Background: an optimization exercise with open tools, aiming at small area. Do not read the settings as production practice. Only simulation tests tie the RTL to the original design; equivalence was not proved. Power and IR drop assume default switching activity.

--- flow/config.mk ---
export PLATFORM = sky130hd
export DESIGN_NAME = vsc
export DESIGN_NICKNAME = vsc
export VERILOG_FILES = /design/flow/design.v
export SDC_FILE = /design/flow/constraint.sdc
export NUM_CORES = 4
export LEC_CHECK = 0
export CAP_MARGIN = 20
export CORE_MARGIN = 2
export CORE_UTILIZATION = 75
export SLEW_MARGIN = 20
--- flow/constraint.sdc ---
create_clock -name core_clock -period 25.0 [get_ports {clk}]
set_input_delay 5.0000 -clock core_clock [delete_from_list [all_inputs] [get_ports {clk}]]
set_output_delay 5.0000 -clock core_clock [all_outputs]
set_load 0.01 [all_outputs]
--- flow/design.v ---
module vsc_cct_unit (
    input  wire [4:0] k,
    input  wire [4:0] ph,
    output wire       ck,
    output wire       kin,
    output wire       ab,
    output wire       lb
);
    wire [1023:0] ct = 1024'h0000000000000000000000000000000000000000000000000000000000000003000000060000000c000000170000002e0000005c000000b900000171000002e3000005c500000b8b0000171500002e2900005c4f0000b893000170f80002e1390005bf94000b73cb0016bad3002cc7ee0057006900a4d3c2012b803400000000;
    assign ck  = ct[{k, ph}];
    wire [31:0] kc = 32'h0f5ed338;
    assign kin = kc[ph];
    wire [31:0] ac = 32'h4fb645a2;
    assign ab  = ac[k];
    wire [15:0] lc = 16'd1573;
    assign lb  = lc[k[3:0]];
endmodule
module vsc (
    input  wire        clk,
    input  wire        rst,             
    input  wire        host_wr,
    input  wire [3:0]  host_addr,       
    input  wire [31:0] host_wdata,
    output reg  [31:0] host_rdata,
    output wire        busy,
    output wire        bus_req,
    output reg  [2:0]  bus_op,          
    output wire [6:0]  bus_addr,
    output wire        bus_dir,         
    output wire [7:0]  bus_wdata,
    output wire        bus_nack,        
    input  wire        bus_rsp_valid,
    input  wire        bus_rsp_fail,    
    input  wire [7:0]  bus_rsp_data     
);
    localparam [2:0] B_START = 3'd1, B_RESTART = 3'd2, B_WRITE = 3'd3,
                     B_READ  = 3'd4, B_STOP    = 3'd5;
    localparam [3:0] S_IDLE = 4'd0,  S_REQ  = 4'd1,  S_ABORT = 4'd2,  S_FIN   = 4'd3,
                     S_GATH = 4'd4,  S_PADD = 4'd5,  S_NORM  = 4'd6,  S_LSTEP = 4'd7,
                     S_COPYP = 4'd8, S_COPYL = 4'd9, S_HORN  = 4'd10, S_EINIT = 4'd11,
                     S_ESTEP = 4'd12, S_SPARE = 4'd13, S_SHIFT = 4'd14, S_CLR  = 4'd15;
    reg        st_busy, st_done, st_ovr;
    reg [2:0]  st_code;
    reg [31:0] res;
    reg        res_ok;         
    reg [7:0]  cfg;
    reg [3:0]  st;
    reg        wt;             
    reg [2:0]  op;             
    reg [1:0]  err;            
    reg [2:0]  sub;
    reg [1:0]  grp;
    reg [7:0]  byt;            
    reg [4:0]  ph;
    reg [4:0]  kreg;
    reg        tc;             
    reg        ok, nz;
    reg        prev;
    reg        cw, cl, cp;
    reg [31:0] ws, lr, pr;
    assign busy     = st_busy;
    assign bus_addr = 7'h10;
    wire is_cfgw = (op == 3'd2) || (op == 3'd6);
    wire is_rdch = (op == 3'd3);
    wire is_cct  = (op == 3'd4);
    wire is_lux  = (op == 3'd5);
    wire cmd_wr = host_wr && (host_addr[3:2] == 2'd0);
    wire accept = cmd_wr && !st_busy;
    always @(*) begin
        case (host_addr[3:2])
            2'd0: host_rdata = 32'd0;
            2'd1: host_rdata = {24'd0, 1'b0, st_code, 1'b0, st_ovr, st_done, st_busy};
            2'd2: host_rdata = res_ok ? res : 32'd0;
            default: host_rdata = {24'd0, cfg};
        endcase
    end
    wire [3:0] w_op  = host_wdata[3:0];
    wire [7:0] w_arg = host_wdata[15:8];
    reg        w_illegal;
    always @(*) begin
        w_illegal = 1'b0;
        if (host_wdata[31:16] != 16'd0 || host_wdata[7:4] != 4'd0)
            w_illegal = 1'b1;
        else if (w_op == 4'd0 || w_op > 4'd6)
            w_illegal = 1'b1;
        else if ((w_op == 4'd1 || w_op == 4'd4 || w_op == 4'd5 || w_op == 4'd6) && w_arg != 8'd0)
            w_illegal = 1'b1;
        else if (w_op == 4'd3 && (w_arg < 8'h08 || w_arg > 8'h0b))
            w_illegal = 1'b1;
    end
    reg step_last;
    always @(*) begin
        bus_op    = B_STOP;
        step_last = 1'b0;
        if (op == 3'd1) begin
            bus_op    = (sub == 3'd0) ? B_START : B_STOP;
            step_last = (sub != 3'd0);
        end else if (is_cfgw) begin
            case (sub)
                3'd0:    bus_op = B_START;
                3'd1:    bus_op = B_WRITE;
                3'd2:    bus_op = B_WRITE;
                default: step_last = 1'b1;
            endcase
        end else begin
            case (sub)
                3'd0:    bus_op = B_START;
                3'd1:    bus_op = B_WRITE;
                3'd2:    bus_op = B_RESTART;
                3'd3:    bus_op = B_READ;
                3'd4:    bus_op = B_READ;
                default: step_last = !is_cct || (grp == 2'd2);
            endcase
        end
        if (st == S_ABORT) bus_op = B_STOP;
    end
    assign bus_req   = (st == S_REQ) || (st == S_ABORT);
    assign bus_dir   = (bus_op == B_RESTART);
    assign bus_nack  = sub[2];
    assign bus_wdata = (is_cct || is_lux) ? {6'b000010, is_lux ? 2'b01 : grp}
                     : (sub == 3'd1 && is_cfgw) ? 8'd0 : byt;
    wire failable = (bus_op == B_START) || (bus_op == B_WRITE) || (bus_op == B_RESTART);
    wire ckb, kinb, ab, lb;
    vsc_cct_unit u_rom (.k(kreg), .ph(ph), .ck(ckb), .kin(kinb), .ab(ab), .lb(lb));
    wire pass  = st[3] || st[2];            
    wire act   = pass && !wt;
    wire ph0   = (ph == 5'd0);
    wire ph31  = (ph == 5'd31);
    wire pend  = act && ph31;
    wire ws0 = ws[0];
    wire l0  = lr[0];
    wire p0  = pr[0];
    wire       ghi  = sub[0];
    wire       win  = ph[4] && (ph[3] == ghi);
    wire       bsel = byt[ph[2:0]];
    reg  [4:0] tidx;
    always @(*) begin
        case (st)
            S_PADD:  tidx = (grp == 2'd1) ? 5'd3 : 5'd2;    
            S_HORN:  tidx = {4'd0, is_lux};                 
            S_SHIFT: tidx = is_rdch ? 5'd16 : kreg;
            default: tidx = kreg;
        endcase
    end
    wire [5:0] phk = {1'b0, ph} + {1'b0, tidx};
    wire       tap = !phk[5] && ws[tidx];
    wire cwi  = ph0 ? 1'b0 : cw;
    wire sumw = ws0 ^ tap ^ cwi;
    wire cwo  = (ws0 & tap) | (ws0 & cwi) | (tap & cwi);
    wire ltap = ph31 ? (is_cct & l0) : lr[1];   
    wire la   = (st == S_HORN) ? ltap : l0;
    reg  lb_raw;
    always @(*) begin
        case (st)
            S_NORM:           lb_raw = (ph == 5'd25);
            S_LSTEP, S_ESTEP: lb_raw = ckb;
            S_HORN:           lb_raw = (is_lux ? lb : ab) & tap;
            default:          lb_raw = 1'b0;
        endcase
    end
    wire lsub = (st == S_ESTEP) || ((st == S_NORM || st == S_LSTEP) && grp == 2'd1);
    wire lbb  = lb_raw ^ lsub;
    wire cli  = ph0 ? lsub : cl;
    wire suml = la ^ lbb ^ cli;
    wire clo  = (la & lbb) | (la & cli) | (lbb & cli);
    wire psub = (grp == 2'd2);
    wire pa   = (grp == 2'd0) ? 1'b0 : p0;
    wire pbb  = tap ^ psub;
    wire cpi  = ph0 ? psub : cp;
    wire sump = pa ^ pbb ^ cpi;
    wire cpo  = (pa & pbb) | (pa & cpi) | (pbb & cpi);
    wire commit = tc && ok;
    wire [2:0] k3 = cfg[6:4];
    wire       unmapped = is_lux && (k3 > 3'd5) && (err == 2'd0);    
    wire [2:0] fcode = (op == 3'd0)   ? 3'd5 :
                       (err == 2'd1)  ? 3'd1 :
                       (err == 2'd2)  ? 3'd2 :
                       (err == 2'd3)  ? 3'd4 :
                       unmapped       ? 3'd3 : 3'd0;
    reg ws_in, l_in, p_in;
    always @(*) begin
        ws_in = ws0;
        l_in  = l0;
        p_in  = p0;
        if (act) begin
            case (st)
                S_GATH: begin
                    ws_in = win ? bsel : (ghi && ws0);
                    if (!ghi) begin
                        if (is_lux) l_in = 1'b0;
                        else if (grp == 2'd1) l_in = kinb;
                    end
                end
                S_PADD: p_in = sump;
                S_NORM: begin
                    ws_in = prev & !ph0;
                    l_in  = suml;
                end
                S_LSTEP: begin
                    if (commit) begin ws_in = sumw; l_in = suml; end
                end
                S_ESTEP: begin
                    if (commit) begin ws_in = sumw; l_in = suml; end
                end
                S_COPYP: ws_in = p0;
                S_COPYL: begin ws_in = l0; l_in = 1'b0; end
                S_HORN:  l_in = suml;
                S_EINIT: ws_in = !nz && (ok || ph31);
                S_SHIFT: ws_in = tap;
                S_CLR:   ws_in = unmapped;
                default: ;
            endcase
        end
    end
    always @(posedge clk) begin
        ph   <= ph + 5'd1;
        ws   <= {ws_in, ws[31:1]};
        lr   <= {l_in, lr[31:1]};
        pr   <= {p_in, pr[31:1]};
        prev <= ws0;
        cw   <= cwo;
        cl   <= clo;
        cp   <= cpo;
        case (st)
            S_LSTEP, S_ESTEP: begin
                if (pend) begin
                    tc <= !tc;
                    if (tc) kreg <= kreg + 5'd1;
                    if (tc && st == S_ESTEP && kreg == 5'd24) kreg <= ~lr[30:26];
                end
            end
            S_HORN: if (pend) kreg <= kreg + 5'd1;
            S_SHIFT: ;
            default: begin kreg <= 5'd0; tc <= 1'b0; end
        endcase
        if (act) begin
            if (st == S_LSTEP && !tc && ph31) ok <= !cwo;
            if (st == S_ESTEP && !tc && ph == 5'd24) ok <= clo && (kreg != 5'd0);
            if (st == S_HORN && ph == 5'd30) ok <= suml;
            if (st == S_HORN && ph31) nz <= suml;
            if (st == S_GATH && ghi) nz <= (!ph0 && nz) || (win ? bsel : ws0);
            if (st == S_PADD && grp == 2'd2) nz <= (!ph0 && nz) || sump;
        end
        if (pend) wt <= 1'b0;
        if (rst) begin
            ph      <= 5'd0;
            st      <= S_IDLE;
            st_busy <= 1'b0;
            st_done <= 1'b0;
            st_ovr  <= 1'b0;
            st_code <= 3'd0;
            res_ok  <= 1'b0;
            cfg     <= 8'h00;
        end else begin
            if (cmd_wr)                  
                st_ovr <= st_busy;
            if (wt && ph31) wt <= 1'b0;
            case (st)
                S_IDLE: if (accept) begin
                    op      <= w_illegal ? 3'd0 : w_op[2:0];
                    err     <= 2'd0;
                    byt     <= w_arg | ((w_op == 4'd6) ? (cfg | 8'h04) : 8'h00);
                    sub     <= 3'd0;
                    grp     <= 2'd0;
                    st_busy <= 1'b1;
                    st_done <= 1'b0;
                    wt      <= 1'b1;
                    st      <= w_illegal ? S_CLR : S_REQ;
                end
                S_REQ: if (bus_rsp_valid) begin
                    wt <= 1'b1;
                    if (bus_rsp_fail && failable) begin
                        st <= S_ABORT;
                    end else if (bus_op == B_READ) begin
                        byt <= bus_rsp_data;
                        sub <= sub + 3'd1;
                        st  <= S_GATH;
                    end else if (step_last) begin
                        if (is_rdch)                 st <= S_SHIFT;
                        else if (err != 2'd0 || unmapped) st <= S_CLR;
                        else if (is_lux)             st <= S_HORN;
                        else if (is_cct)             st <= S_COPYL;
                        else                         st <= S_CLR;
                    end else if (bus_op == B_STOP) begin
                        sub <= 3'd0;
                        grp <= grp + 2'd1;
                    end else begin
                        sub <= sub + 3'd1;
                    end
                end
                S_ABORT: if (bus_rsp_valid) begin
                    err   <= 2'd1;
                    wt    <= 1'b1;
                    st    <= S_CLR;
                end
                S_FIN: if (ph0) begin
                    res     <= ws;
                    res_ok  <= 1'b1;
                    st_code <= fcode;
                    if (is_cfgw && err == 2'd0) cfg <= byt;
                    st_busy <= 1'b0;
                    st_done <= 1'b1;
                    st      <= S_IDLE;
                end
                default: if (pend) begin
                    case (st)
                        S_GATH: st <= (ghi && is_cct) ? S_PADD : S_REQ;
                        S_PADD: begin
                            st <= S_REQ;
                            if (grp == 2'd1) begin
                                if (nz) st <= ws0 ? S_LSTEP : S_NORM;   
                                else    err <= 2'd2;
                            end else if (grp == 2'd2 && err == 2'd0) begin
                                if (nz && !sump) st <= S_COPYP;
                                else             err <= 2'd3;
                            end
                        end
                        S_COPYP: st <= S_NORM;
                        S_NORM:  if (prev) st <= S_LSTEP;
                        S_LSTEP: if (tc && kreg == 5'd24) st <= S_REQ;
                        S_COPYL: st <= is_lux ? S_FIN : S_HORN;
                        S_HORN:  if (kreg == (is_lux ? {1'b0, 4'd10 + {1'b0, k3}} : 5'd30)) st <= is_lux ? S_COPYL : S_EINIT;
                        S_EINIT: st <= (nz || ok) ? S_FIN : S_ESTEP;
                        S_ESTEP: if (tc && kreg == 5'd24) st <= S_SHIFT;
                        default: st <= S_FIN;           
                    endcase
                end
            endcase
        end
    end
endmodule
--- flow/flow/run.sh ---
#!/bin/bash
# Own layout flow: the standard ORFS flow (standard.sh) with these changes to how the
# layout is made:
#  - synthesis is the standard flow's (synth_recipe.tcl, unchanged), except that extract_fa is skipped and
#    Yosys's abc maps the combinational logic with flow/area.abc (area-oriented) instead of
#    ORFS's script (see flow/abc_hook.tcl); the registers are the standard synthesis's;
#  - port buffers use the smallest buffer cell (buf_1) instead of buffer_ports' default pick;
#  - CTS builds the clock tree from clkbuf_8 cells and inserts no dummy loads.
# make's full output goes to standard.log in this folder; each ORFS step also keeps its own
# log under orfs/logs/.
set -euo pipefail
export BUFFER_PORTS_ARGS="-buffer_cell sky130_fd_sc_hd__buf_1"
export CTS_ARGS="-sink_clustering_enable -repair_clock_nets -dont_use_dummy_load -buf_list sky130_fd_sc_hd__clkbuf_8"
export OWN_ABC_SCRIPT="$PWD/flow/area.abc"
cat flow/abc_hook.tcl synth_recipe.tcl > own_synth.tcl
sed 's#/synth_recipe\.tcl#/own_synth.tcl#g' standard.sh > own_standard.sh
grep -q own_synth.tcl own_standard.sh
bash own_standard.sh > standard.log 2>&1
--- flow/flow/abc_hook.tcl ---
# Two changes to how the standard flow's synthesis (synth_recipe.tcl, otherwise unchanged) maps the
# combinational logic; neither touches the registers, which dfflibmap has already mapped:
#  - extract_fa is skipped, so adders are left as plain gates for abc instead of being
#    mapped to fa/ha cells;
#  - abc runs with this flow's own script (flow/area.abc, an area-oriented mapping) in
#    place of the one ORFS picks.
proc extract_fa {args} {}
proc abc {args} {
  set i [lsearch -exact $args -script]
  if {$i >= 0} { lset args [expr {$i + 1}] $::env(OWN_ABC_SCRIPT) }
  yosys abc {*}$args
}
--- flow/flow/area.abc ---
strash
dch
amap
--- flow/standard.sh ---
#!/bin/bash
# synth_recipe.tcl (not shown) runs the flow's synth.tcl, then flattens the netlist and writes it again
# the make line also repeats each setting of config.mk as NAME=value (left out here)
make -C /OpenROAD-flow-scripts/flow DESIGN_CONFIG=/design/flow/config.mk WORK_HOME=/design/flow/orfs CLKGATE_MAP_FILE= SYNTH_SCRIPT=/design/flow/synth_recipe.tcl "${@:-finish}"
==> run_results.csv, run 1 <==
group,metric,value,unit
sta,min_period,11.97,ns
min_path,hold_end,"pr[20]",
worst_setup_path,cp_max_fo,25,
power_and_ir_drop,power_leakage,2.80,nW
place,portBuffers,93,
die,initial_utilization,77.5,%
clock_network,cts_made_buffers,17,
place,hpwl,14900,µm
logic_synthesis,yosysTopAreaCell,"dfxtp_1",
routing,ant_nets,0,
logic_synthesis,synth_edf_count,58,
clock_network,ctsResizeCount,0,
routing,dr.pass1.iters,12,
worst_setup_path,timing.rr.end,"st[3]",
die,die_area,11000,µm²
logic_synthesis,synth_seq_area_share,55.8,%
job,maxCapViolations,0,
routing,routedWlPerCell,19.4,µm
worst_setup_path,path_delay_family,"buffers and inverters",
sta,fin_crit_sh,47.9,%
worst_setup_path,slowest_stage,"nand3_1",
logic_synthesis,yosys_warnings,1,
place,place_inst,1056,
grt,grt_pass1_vias,6863,
sta,final-setup-viol-count,0,
worst_setup_path,startpoint_type,"primary input",
routing,viasPerCell,6.74,
sta,setup_tns,0,ns
logic_synthesis,yosysTopAreaCellShare,32.9,%
logic_synthesis,syn_area_per_cell,9.20,µm²
logic_synthesis,syn_area,7610,µm²
logic_synthesis,ys_async_sr_fraction,0,%
worst_setup_path,cp_slowest_stage_delay,0.66,ns
routing,vias,7234,
layout,seqCellArea,4240,µm²
die,die_w,105,µm
die,row_count,36,
sta,fmax,0.0836,GHz
grt,grt_pass1_wl,32900,µm
clock_network,clockBufferDepth,2,
sta,finClkSkew,0.0108,ns
grt,overflow,0,
clock_network,root_buffer,"clkbuf_8",
layout,final_layout_size_suffix_gt1_share,2.45,%
layout,final_common_cell,"nor2_1",
worst_setup_path,critPathArrivalTime,6.97,ns
place,gp_congestion,1.11,
clock_network,cts_max_level,4,
clock_network,cts_sinks,183,
layout,area_delta_synth_final,9.93,%
layout,final_cells,1073,
worst_setup_path,path_class,"primary input to output pin",
routing,drtIter0Drc,1257,
worst_setup_path,crit_chain,"buf_1 > clkinv_1 > nand3_1 > clkinv_1 > a22oi_1 > o21ai_0 > buf_1",
layout,multiInputGateArea,2970,µm²
sta,worst_pin_slew,1.09,ns
min_path,holdPathStages,0,
run_status,status,"timing/DRC/antenna clean",
min_path,hold_class,"flip-flop to flip-flop",
layout,most-common-layout-cells,"nor2_1 (162), dfxtp_1 (125), clkinv_1 (98)",
die,top_level_ports,103,
sta,grt_setup_unrepaired,"false",
layout,fin_nets,991,
power_and_ir_drop,vdd_drop_max,0.0868,mV
die,die-height,105,µm
logic_synthesis,netlist_instances,827,
clock_network,postCtsSetupBuffers,0,
sta,relSlewSlack,26.6,%
worst_setup_path,crit_buf_inv,4,
worst_setup_path,required,20.00,ns
worst_setup_path,rr_worst_depth,23,
clock_network,clkLatencyLatePin,0.46,ns
clock_network,cts_tree,"yes",
layout,post-route-util,85.2,%
layout,diodes,0,
die,core-area,9820,µm²
logic_synthesis,ys.flop_type,"dfxtp_1",
clock_network,path_clk_slew,0.08,ns
power_and_ir_drop,p_per_area,96.0,nW/µm²
min_path,hp-start,"pr[21]",
logic_synthesis,ys_ff_latch,183,
clock_network,hold_buffers,0,
layout,fill_cells,591,
worst_setup_path,reg2reg_slack,18.30,ns
routing,drt_wl_total,20800,µm
worst_setup_path,end_kind,"output pin",
grt,grt_use_total,38.3,%
sta,hold_viol,0,
routing,drcViolationCount,0,
worst_setup_path,worstReg2RegStart,"st[1]",
logic_synthesis,synth_cell_types,46,
logic_synthesis,ys_top_cells_by_area,"dfxtp_1 (33%), edfxtp_1 (23%), nor2_1 (8.0%)",
grt,grt_max_degree,35,
grt,antenna_found_initial,0,
sta,slew_viol_final,0,
## worst max-delay path by stage
stage	startpoint	to	slack [ns]	depth (start not counted)
after global placement	host_addr[2]	host_rdata[5]	13.25	7
after global routing	host_addr[2]	host_rdata[5]	12.73	7
after detailed placement	host_addr[2]	host_rdata[2]	13.08	7
after floorplan	host_addr[2]	host_rdata[0]	13.73	5
after CTS	host_addr[2]	host_rdata[2]	13.07	7
final	host_addr[2]	host_rdata[6]	13.03	7
## cells in the mapped netlist, types with 20 or more instances
cell type and number:
nor3_1 40, clkinv_1 98, nor2b_1 29, dfxtp_1 125, nor2_1 163, o21ai_0 50, nand2_1 41, a21oi_1 31
o22ai_1 35, edfxtp_1 58, a221oi_1 20
## per-stage QoR
stage	hold WS [ns]	cell area (µm²)	worst slack (ns)	total power [mW]
2_1_floorplan	0.310	7630	13.73	0.561
3_3_place_gp	0.310	8130	13.25	0.628
3_5_place_dp	0.312	8130	13.08	0.642
4_1_cts	0.328	8360	13.07	0.786
5_1_grt	0.336	8360	12.73	0.834
6_report	0.323	8360	13.03	0.803
## logic make-up (layout without fill, tap and decap cells)
kind of cell,count (synthesis),count (layout),share of synthesized area [%]
and+or+nand+nor,313,313,18.4
AOI/OAI and AO/OA,224,224,20.2
DFF,183,183,55.8
buffers and inverters,105,213,5.53
other,2,7,0.0987
## routing by layer
metal	global-route usage, %	up-vias	wire length (µm)
met5	0	-	0
met4	20.1	0	1100
met3	11.3	156	2690
met2	61.2	645	9400
met1	47.0	3196	7650
li1	-	3237	-
## power by group
part,switching [mW],internal [mW]
registers,0.0354,0.352
logic,0.184,0.0837
clock network,0.0886,0.0601
## registers in the layout, indices dropped and copies added, names as in the netlist, 2 cells and up
register and count:
st 4, op 3, ph 5, cfg 8, res 32, lr 32
st_code 3, ws 32, grp 2, kreg 5, sub 3, err 2
byt 8, pr 32
## area by class of cell
class	count	share of cell area, %
Clock buffer	17	2.80
Inverter	98	4.40
Multi-Input combinational cell	544	35.5
Sequential cell	183	50.7
Tap cell	133	1.99
Timing Repair Buffer	98	4.62
==> run 2, diff against run 1 <==
--- a/flow/flow/run.sh
+++ b/flow/flow/run.sh
@@ -10,7 +10,7 @@
 # log under orfs/logs/.
 set -euo pipefail
 export BUFFER_PORTS_ARGS="-buffer_cell sky130_fd_sc_hd__buf_1"
-export CTS_ARGS="-sink_clustering_enable -repair_clock_nets -dont_use_dummy_load -buf_list sky130_fd_sc_hd__clkbuf_8"
+export CTS_ARGS="-sink_clustering_enable -repair_clock_nets -dont_use_dummy_load -buf_list sky130_fd_sc_hd__clkbuf_4"
 export OWN_ABC_SCRIPT="$PWD/flow/area.abc"
 cat flow/abc_hook.tcl synth_recipe.tcl > own_synth.tcl
 sed 's#/synth_recipe\.tcl#/own_synth.tcl#g' standard.sh > own_standard.sh
==> run_results.csv, run 2 <==
group,metric,value,unit
die,die_area,11000,µm²
logic_synthesis,ys_top_cells_by_area,"dfxtp_1 (33%), edfxtp_1 (23%), nor2_1 (8.0%)",
die,die-height,105,µm
logic_synthesis,synth_edf_count,58,
die,die_w,105,µm
grt,grt_max_degree,35,
sta,fin_crit_sh,47.9,%
clock_network,path_clk_slew,0.12,ns
sta,min_period,11.98,ns
place,gp_congestion,1.11,
power_and_ir_drop,vdd_drop_max,0.0678,mV
place,placed_area,8130,µm²
clock_network,postCtsSetupBuffers,0,
logic_synthesis,synthMuxAreaShare,0,%
sta,worst_pin_slew,1.07,ns
sta,grt_setup_unrepaired,"false",
logic_synthesis,synth_cell_types,46,
logic_synthesis,yosysTopAreaCell,"dfxtp_1",
logic_synthesis,synth_seq_area_share,55.8,%
run_status,status,"timing/DRC/antenna clean",
sta,fmax,0.0835,GHz
layout,fill_cells,609,
sta,setup_tns,0,ns
min_path,hold_class,"flip-flop to flip-flop",
logic_synthesis,syn_area_per_cell,9.20,µm²
logic_synthesis,syn_area,7610,µm²
grt,grt_use_total,38.8,%
layout,most-common-layout-cells,"nor2_1 (162), dfxtp_1 (125), clkinv_1 (98)",
die,initial_utilization,77.5,%
sta,relSlewSlack,27.7,%
clock_network,cts_max_level,4,
logic_synthesis,synthAdderAreaFrac,0,%
worst_setup_path,required,20.00,ns
clock_network,hold_buffers,0,
logic_synthesis,yosysMostFrequentCell,"nor2_1",
grt,antenna_found_initial,0,
clock_network,cts_tree,"yes",
worst_setup_path,timing.rr.end,"st[0]",
layout,final_layout_size_suffix_gt1_share,2.45,%
min_path,hold_end,"lr[23]",
logic_synthesis,synth_compound_area_share,20.2,%
die,row_count,36,
layout,area_delta_synth_final,8.53,%
clock_network,ctsResizeCount,0,
clock_network,cts_sinks,183,
logic_synthesis,ys_async_sr_fraction,0,%
routing,vias,7303,
layout,finalInstanceArea,8260,µm²
clock_network,cts_made_buffers,17,
worst_setup_path,startpoint_type,"primary input",
logic_synthesis,yosys_warnings,1,
sta,hold_viol,0,
power_and_ir_drop,p_per_area,93.1,nW/µm²
worst_setup_path,rr_worst_depth,25,
worst_setup_path,reg2reg_slack,18.26,ns
worst_setup_path,end_kind,"output pin",
layout,fin_nets,991,
routing,dr.pass1.iters,20,
min_path,hp-start,"lr[24]",
layout,final_common_cell,"nor2_1",
place,portBuffers,93,
sta,slew_viol_final,0,
logic_synthesis,synth-simple-area-share,18.4,%
logic_synthesis,synthTopCellsByCount,"nor2_1 (163), dfxtp_1 (125), clkinv_1 (98)",
clock_network,root_buffer,"clkbuf_4",
clock_network,clockBufferDepth,2,
routing,routedWlPerCell,19.5,µm
die,top_level_ports,103,
power_and_ir_drop,power_leakage,2.76,nW
routing,drcViolationCount,0,
worst_setup_path,path_class,"primary input to output pin",
logic_synthesis,synthXorXnorAreaFrac,0,%
worst_setup_path,cp_max_fo,25,
logic_synthesis,netlist_instances,827,
routing,viasPerCell,6.81,
sta,finClkSkew,0.0168,ns
clock_network,clkLatencyLatePin,0.57,ns
place,hpwl,14900,µm
sta,final-setup-viol-count,0,
min_path,holdPathStages,0,
routing,ant_nets,0,
grt,overflow,0,
grt,grt_pass1_wl,33300,µm
layout,seqCellArea,4240,µm²
logic_synthesis,synth_top_family_by_area,"compound AO/OA/AOI/OAI gates",
die,core-area,9820,µm²
logic_synthesis,ys.flop_type,"dfxtp_1",
grt,grt_pass1_vias,6884,
layout,multiInputGateArea,2970,µm²
job,maxCapViolations,0,
worst_setup_path,critPathArrivalTime,6.98,ns
routing,drtIter0Drc,1353,
logic_synthesis,ys_ff_latch,183,
routing,drt_wl_total,21000,µm
worst_setup_path,worstReg2RegStart,"st[1]",
layout,diodes,0,
logic_synthesis,yosysTopAreaCellShare,32.9,%
-- run 2: cell type report --
cell class / instances / area share (%)
Sequential cell: 183 / 51.4
Multi-Input combinational cell: 544 / 35.9
Clock buffer: 17 / 1.55
Tap cell: 133 / 2.02
Inverter: 98 / 4.45
Timing Repair Buffer: 98 / 4.68
-- run 2: worst max path at each step --
stage | from | endpoint
final | host_addr[2] | host_rdata[6]
after global routing | host_addr[2] | host_rdata[6]
after CTS | host_addr[2] | host_rdata[6]
after detailed placement | host_addr[2] | host_rdata[2]
after global placement | host_addr[2] | host_rdata[5]
after floorplan | host_addr[2] | host_rdata[0]
-- run 2: logic make-up after synthesis --
group,after synthesis
simple gates,313
flops,183
buf+inv,105
compound gates,224
other cells,2
-- run 2: report_power, final --
part,switching (mW),leakage [nW],total [mW],internal (mW)
Clock,0.0829,0.0782,0.114,0.0311
Sequential,0.0356,1.55,0.387,0.352
Combinational,0.184,1.13,0.268,0.0837
-- run 2: through the flow --
step	worst slack (ns)	util, %	total power, mW	hold slack (ns)	std cells
after floorplan	13.73	-	0.561	0.310	832
after global placement	13.25	82.8	0.628	0.310	1056
after detailed placement	13.08	82.8	0.642	0.312	1056
after CTS	13.04	84.1	0.753	0.332	1073
after global routing	12.74	84.1	0.803	0.334	1073
final	13.02	84.1	0.769	0.326	1073
-- run 2: routing by layer --
layer	GRT usage (%)	wire length, µm	vias up
li1	-	-	3245
met1	47.9	7440	3174
met2	61.1	9500	702
met3	12.2	2820	182
met4	20.9	1210	0
met5	0	0	-
-- run 2: critical path, stage by stage --
cell,delay (ns)
buf_1,0.15
clkinv_1,0.11
nand3_1,0.67
clkinv_1,0.45
a22oi_1,0.29
o21ai_0,0.15
buf_1,0.15
==> run 3, diff against run 2 <==
--- a/flow/flow/run.sh
+++ b/flow/flow/run.sh
@@ -5,7 +5,7 @@
 #    Yosys's abc maps the combinational logic with flow/area.abc (area-oriented) instead of
 #    ORFS's script (see flow/abc_hook.tcl); the registers are the standard synthesis's;
 #  - port buffers use the smallest buffer cell (buf_1) instead of buffer_ports' default pick;
-#  - CTS builds the clock tree from clkbuf_8 cells and inserts no dummy loads.
+#  - CTS builds the clock tree from clkbuf_4 cells and inserts no dummy loads.
 # make's full output goes to standard.log in this folder; each ORFS step also keeps its own
 # log under orfs/logs/.
 set -euo pipefail
==> run_results.csv, run 3 <==
group,metric,value,unit
run_status,status,"timing/DRC/antenna clean",
routing,vias,7303,
clock_network,cts_made_buffers,17,
logic_synthesis,synth_edf_count,58,
grt,overflow,0,
routing,drcViolationCount,0,
worst_setup_path,crit_buf_inv,4,
place,hpwl,14900,µm
logic_synthesis,ys_ff_latch,183,
place,portBuffers,93,
clock_network,postCtsSetupBuffers,0,
logic_synthesis,synth_compound_area_share,20.2,%
sta,finClkSkew,0.0168,ns
die,die_area,11000,µm²
worst_setup_path,required,20.00,ns
layout,most-common-layout-cells,"nor2_1 (162), dfxtp_1 (125), clkinv_1 (98)",
logic_synthesis,yosysMostFrequentCell,"nor2_1",
logic_synthesis,yosys_warnings,1,
logic_synthesis,synth_top_family_by_area,"compound AO/OA/AOI/OAI gates",
clock_network,cts_tree,"yes",
logic_synthesis,synthXorXnorAreaFrac,0,%
layout,multiInputGateArea,2970,µm²
die,row_count,36,
power_and_ir_drop,power_leakage,2.76,nW
logic_synthesis,synthAdderAreaFrac,0,%
layout,area_delta_synth_final,8.53,%
logic_synthesis,yosysTopAreaCell,"dfxtp_1",
worst_setup_path,path_class,"primary input to output pin",
job,maxCapViolations,0,
clock_network,clkLatencyLatePin,0.57,ns
logic_synthesis,synth_cell_types,46,
logic_synthesis,ys_async_sr_fraction,0,%
logic_synthesis,netlist_instances,827,
clock_network,root_buffer,"clkbuf_4",
place,placed_area,8130,µm²
routing,drt_wl_total,21000,µm
die,die-height,105,µm
layout,final_common_cell,"nor2_1",
sta,whs,0.326,ns
worst_setup_path,end_kind,"output pin",
sta,worst_pin_slew,1.07,ns
power_and_ir_drop,power,769,µW
clock_network,path_clk_slew,0.12,ns
layout,diodes,0,
worst_setup_path,crit_chain,"buf_1 > clkinv_1 > nand3_1 > clkinv_1 > a22oi_1 > o21ai_0 > buf_1",
worst_setup_path,cp_max_fo,25,
worst_setup_path,cp_slowest_stage_delay,0.67,ns
routing,routedWlPerCell,19.5,µm
worst_setup_path,startpoint_type,"primary input",
die,top_level_ports,103,
logic_synthesis,syn_area_per_cell,9.20,µm²
power_and_ir_drop,vdd_drop_max,0.0678,mV
sta,final-setup-viol-count,0,
layout,finalInstanceArea,8260,µm²
logic_synthesis,ys.flop_type,"dfxtp_1",
layout,final_layout_size_suffix_gt1_share,2.45,%
layout,fin_nets,991,
layout,seqCellArea,4240,µm²
grt,grt_pass1_vias,6884,
sta,relSlewSlack,27.7,%
layout,fill_cells,609,
power_and_ir_drop,p_per_area,93.1,nW/µm²
grt,grt_use_total,38.8,%
logic_synthesis,synthMuxAreaShare,0,%
routing,dr.pass1.iters,20,
logic_synthesis,syn_area,7610,µm²
sta,slew_viol_final,0,
logic_synthesis,synth-simple-area-share,18.4,%
min_path,hold_class,"flip-flop to flip-flop",
clock_network,clockBufferDepth,2,
sta,hold_viol,0,
clock_network,ctsResizeCount,0,
sta,min_period,11.98,ns
clock_network,cts_sinks,183,
grt,grt_pass1_wl,33300,µm
logic_synthesis,synthTopCellsByCount,"nor2_1 (163), dfxtp_1 (125), clkinv_1 (98)",
place,gp_congestion,1.11,
routing,drtIter0Drc,1353,
die,core-area,9820,µm²
worst_setup_path,path_delay_family,"buffers and inverters",
sta,setup_tns,0,ns
logic_synthesis,yosysTopAreaCellShare,32.9,%
routing,ant_nets,0,
sta,fmax,0.0835,GHz
clock_network,cts_max_level,4,
clock_network,hold_buffers,0,
grt,grt_max_degree,35,
sta,grt_setup_unrepaired,"false",
sta,fin_crit_sh,47.9,%
worst_setup_path,critPathArrivalTime,6.98,ns
routing,viasPerCell,6.81,
worst_setup_path,slowest_stage,"nand3_1",
die,initial_utilization,77.5,%
grt,antenna_found_initial,0,
logic_synthesis,synth_seq_area_share,55.8,%
die,die_w,105,µm
logic_synthesis,ys_top_cells_by_area,"dfxtp_1 (33%), edfxtp_1 (23%), nor2_1 (8.0%)",
[run 3: cell counts in the layout (fill, tap and decap cells not counted)]
Identical to the previous run, type by type.
[run 3: cell families after synthesis]
| family | Yosys count |
|---|---|
| AOI/OAI and AO/OA | 224 |
| buffers and inverters | 105 |
| DFF | 183 |
| other | 2 |
| and+or+nand+nor | 313 |
[run 3: through the flow]
step	setup WS (ns)	util, %	cells
after CTS	13.04	84.1	1073
after floorplan	13.73	-	832
after detailed placement	13.08	82.8	1056
after global routing	12.74	84.1	1073
after global placement	13.25	82.8	1056
final	13.02	84.1	1073
[run 3: layout make-up]
| type | instances | area share (%) |
|---|---|---|
| multi-input cells | 544 | 35.9 |
| flip-flops and latches | 183 | 51.4 |
| well taps | 133 | 2.02 |
| repair buffers | 98 | 4.68 |
| clock buffers | 17 | 1.55 |
| inverters | 98 | 4.45 |
[run 3: worst paths after layout]
path                                   start       endpoint  slack (ns)  depth (start not counted)
worst max-delay path            host_addr[2]  host_rdata[6]       13.02                          7
worst min-delay path                  lr[24]         lr[23]        0.33                          0
worst max register to register         st[1]          st[0]       18.26                         25
worst min register to register        lr[24]         lr[23]        0.33                          0
[run 3: metal layers]
layer	wire length (µm)	vias up	track usage, %
met5	0	-	0
met4	1210	0	20.9
met3	2820	182	12.2
met2	9500	702	61.1
met1	7440	3174	47.9
li1	-	3245	-
[run 3: where the power goes]
| group | internal [mW] | switching [mW] | total [mW] |
|---|---|---|---|
| clock | 0.0311 | 0.0829 | 0.114 |
| sequential | 0.352 | 0.0356 | 0.387 |
| combinational | 0.0837 | 0.184 | 0.268 |
| total | 0.467 | 0.303 | 0.769 |
[run 3: worst register-to-register path: stages, from the launching register on]
cell	delay, ns
dfxtp_1	0.40
clkinv_1	0.17
nor2_1	0.17
clkinv_1	0.17
nor2_1	0.59
nor2_1	0.15
a21oi_1	0.22
nor3_1	0.11
a222oi_1	0.39
buf_4	0.29
clkinv_1	0.41
a221o_1	0.49
a221oi_1	0.28
a2111oi_0	0.10
nor2_1	0.44
clkinv_1	0.31
o22ai_1	0.32
and2_0	0.20
nor2_1	0.07
nand2_1	0.06
o21ai_0	0.16
or2_0	0.31
nor3_1	0.23
nor3_1	0.12
nor4_1	0.31
a31oi_1	0.14
==> run 4, diff against run 3 <==
--- a/flow/flow/run.sh
+++ b/flow/flow/run.sh
@@ -5,12 +5,13 @@
 #    Yosys's abc maps the combinational logic with flow/area.abc (area-oriented) instead of
 #    ORFS's script (see flow/abc_hook.tcl); the registers are the standard synthesis's;
 #  - port buffers use the smallest buffer cell (buf_1) instead of buffer_ports' default pick;
-#  - CTS builds the clock tree from clkbuf_4 cells and inserts no dummy loads.
+#  - CTS builds the clock tree from clkbuf_4 cells (clkbuf_16 at the root) and inserts no
+#    dummy loads.
 # make's full output goes to standard.log in this folder; each ORFS step also keeps its own
 # log under orfs/logs/.
 set -euo pipefail
 export BUFFER_PORTS_ARGS="-buffer_cell sky130_fd_sc_hd__buf_1"
-export CTS_ARGS="-sink_clustering_enable -repair_clock_nets -dont_use_dummy_load -buf_list sky130_fd_sc_hd__clkbuf_4"
+export CTS_ARGS="-sink_clustering_enable -repair_clock_nets -dont_use_dummy_load -buf_list sky130_fd_sc_hd__clkbuf_4 -root_buf sky130_fd_sc_hd__clkbuf_16"
 export OWN_ABC_SCRIPT="$PWD/flow/area.abc"
 cat flow/abc_hook.tcl synth_recipe.tcl > own_synth.tcl
 sed 's#/synth_recipe\.tcl#/own_synth.tcl#g' standard.sh > own_standard.sh
==> run_results.csv, run 4 <==
group,metric,value,unit
clock_network,postCtsSetupBuffers,0,
worst_setup_path,reg2reg_slack,18.26,ns
grt,grt.met1_usage,47.7,%
logic_synthesis,synthTopCellsByCount,"nor2_1 (163), dfxtp_1 (125), clkinv_1 (98)",
die,row_count,36,
min_path,hold_class,"flip-flop to flip-flop",
worst_setup_path,crit_chain,"buf_1 > clkinv_1 > nand3_1 > clkinv_1 > a22oi_1 > o21ai_0 > buf_1",
power_and_ir_drop,p_per_area,93.7,nW/µm²
place,pre_cts_slack,13.08,ns
sta,min_period,11.96,ns
die,die-height,105,µm
clock_network,root_buffer,"clkbuf_16",
power_and_ir_drop,vdd_drop_max,0.0682,mV
sta,slew_viol_final,0,
die,initial_utilization,77.5,%
logic_synthesis,ys_async_sr_fraction,0,%
worst_setup_path,startpoint_type,"primary input",
worst_setup_path,cp_slowest_stage_delay,0.67,ns
routing,drcViolationCount,0,
routing,viasPerCell,6.86,
sta,finClkSkew,0.0185,ns
grt,grt_pass1_wl,33300,µm
layout,area_delta_synth_final,8.77,%
logic_synthesis,synth_cell_types,46,
clock_network,cts_sinks,183,
sta,hold_viol,0,
place,hpwl,14900,µm
layout,fill_cells,607,
logic_synthesis,yosysMostFrequentCell,"nor2_1",
sta,grt_setup_unrepaired,"false",
clock_network,hold_buffers,0,
layout,seqCellArea,4240,µm²
layout,most-common-layout-cells,"nor2_1 (162), dfxtp_1 (125), clkinv_1 (98)",
grt,grt_max_degree,35,
logic_synthesis,ys_top_cells_by_area,"dfxtp_1 (33%), edfxtp_1 (23%), nor2_1 (8.0%)",
layout,multiInputGateArea,2970,µm²
place,gp_congestion,1.11,
worst_setup_path,slowest_stage,"nand3_1",
logic_synthesis,syn_area_per_cell,9.20,µm²
layout,fin_nets,991,
grt,grt_pass1_vias,6901,
sta,relSlewSlack,22.5,%
grt,use_met2,61.5,%
routing,ant_nets,0,
grt,antenna_found_initial,0,
logic_synthesis,yosys_warnings,1,
sta,setup_tns,0,ns
routing,vias,7357,
logic_synthesis,synth_seq_area_share,55.8,%
worst_setup_path,path_class,"primary input to output pin",
run_status,status,"timing/DRC/antenna clean",
clock_network,path_clk_slew,0.12,ns
sta,final-setup-viol-count,0,
clock_network,cts_tree,"yes",
clock_network,cts_made_buffers,17,
worst_setup_path,required,20.00,ns
worst_setup_path,cp_max_fo,25,
layout,final_layout_size_suffix_gt1_share,2.45,%
sta,worst_pin_slew,1.15,ns
place,portBuffers,93,
worst_setup_path,end_kind,"output pin",
die,die_w,105,µm
die,core-area,9820,µm²
logic_synthesis,yosysTopAreaCellShare,32.9,%
sta,fin_ws,13.04,ns
grt,grt_most_used_layer,"met2",
routing,drtIter0Drc,1424,
worst_setup_path,critPathArrivalTime,6.96,ns
worst_setup_path,path_delay_family,"buffers and inverters",
layout,final_common_cell,"nor2_1",
sta,fmax,0.0836,GHz
logic_synthesis,ys.flop_type,"dfxtp_1",
job,maxCapViolations,0,
routing,routedWlPerCell,19.5,µm
sta,whs,0.322,ns
power_and_ir_drop,power_leakage,2.76,nW
clock_network,clkLatencyLatePin,0.39,ns
grt,grt_use_total,38.7,%
grt,overflow,0,
die,top_level_ports,103,
grt,grtUsageMet3,11.9,%
clock_network,ctsResizeCount,0,
worst_setup_path,crit_buf_inv,4,
logic_synthesis,ys_ff_latch,183,
routing,dr.pass1.iters,11,
die,die_area,11000,µm²
clock_network,cts_max_level,4,
routing,drt_wl_total,20900,µm
clock_network,clockBufferDepth,2,
layout,diodes,0,
logic_synthesis,syn_area,7610,µm²
logic_synthesis,netlist_instances,827,
logic_synthesis,synth_edf_count,58,
sta,fin_crit_sh,47.8,%
logic_synthesis,yosysTopAreaCell,"dfxtp_1",
-- run 4: cell counts after synthesis --
Identical to the previous run, type by type.
-- run 4: area by class of cell --
class | count | area share, %
inverter | 98 | 4.45
sequential | 183 | 51.3
tap | 133 | 2.01
timing repair buffer | 98 | 4.67
multi-input combinational | 544 | 35.8
clock buffer | 17 | 1.75
-- run 4: path summary, 6_finish.rpt --
| path | from | end | cells after the start |
|---|---|---|---|
| hold reg to reg | lr[24] | lr[23] | 0 |
| setup reg to reg | st[1] | st[0] | 25 |
| hold / removal | lr[24] | lr[23] | 0 |
| setup / recovery | host_addr[2] | host_rdata[6] | 7 |
-- run 4: cells by family (layout without fill, tap and decap cells) --
logic type	count (synthesis)	count (layout)	synth area share, %
AO/OA/AOI/OAI	224	224	20.2
buffers and inverters	105	213	5.53
flip-flops	183	183	55.8
other	2	7	0.0987
AND/OR/NAND/NOR	313	313	18.4
-- run 4: metal layers --
layer	vias to the layer above	part of all wire, %
met5	-	0
met4	0	5.5
met3	184	13
met2	684	45
met1	3246	36
li1	3243	-
-- run 4: report_power, final --
part	switching, mW	internal (mW)	leakage (nW)
Clock	0.0827	0.0374	0.0859
Combinational	0.184	0.0837	1.13
Sequential	0.0355	0.352	1.55
-- run 4: per-stage QoR --
stage               util (%)  power (mW)  cell area [µm²]  instances
global route            84.3       0.808             8280       1073
detailed placement      82.8       0.642             8130       1056
floorplan                  -       0.561             7630        832
global placement        82.8       0.628             8130       1056
finish                  84.3       0.775             8280       1073
CTS                     84.3       0.760             8280       1073

[separate check: timing with driven ports]
The flow's constraints put no driver on any port. The routed layouts listed below were extracted and timed again, unchanged, in two steps. Step 1 assumes that a clkbuf_16 drives the clock port and a buf_2 every other input. Step 2, shift: input delay + t, output delay - t, t = (earliest + latest rising clock arrival at the registers) / 2. This alone moves slack from input paths to output paths. Slacks: no drivers / after step 1 / after step 2; pairs: no drivers / after step 1.
run	shift t [ns]	setup slack, ns	clock arrival spread, ns	worst data-port slew with drivers (ns)	pins driven straight from the clock port
run 1	0.492	13.033 / 12.997 / 12.997	0.011 / 0.011	0.04	1
run 2	0.597	13.023 / 12.987 / 12.987	0.019 / 0.019	0.04	1
run 3	0.597	13.023 / 12.987 / 12.987	0.019 / 0.019	0.04	1
run 4	0.420	13.041 / 13.005 / 13.005	0.019 / 0.019	0.04	1
After both steps setup and hold are still met in every run listed.
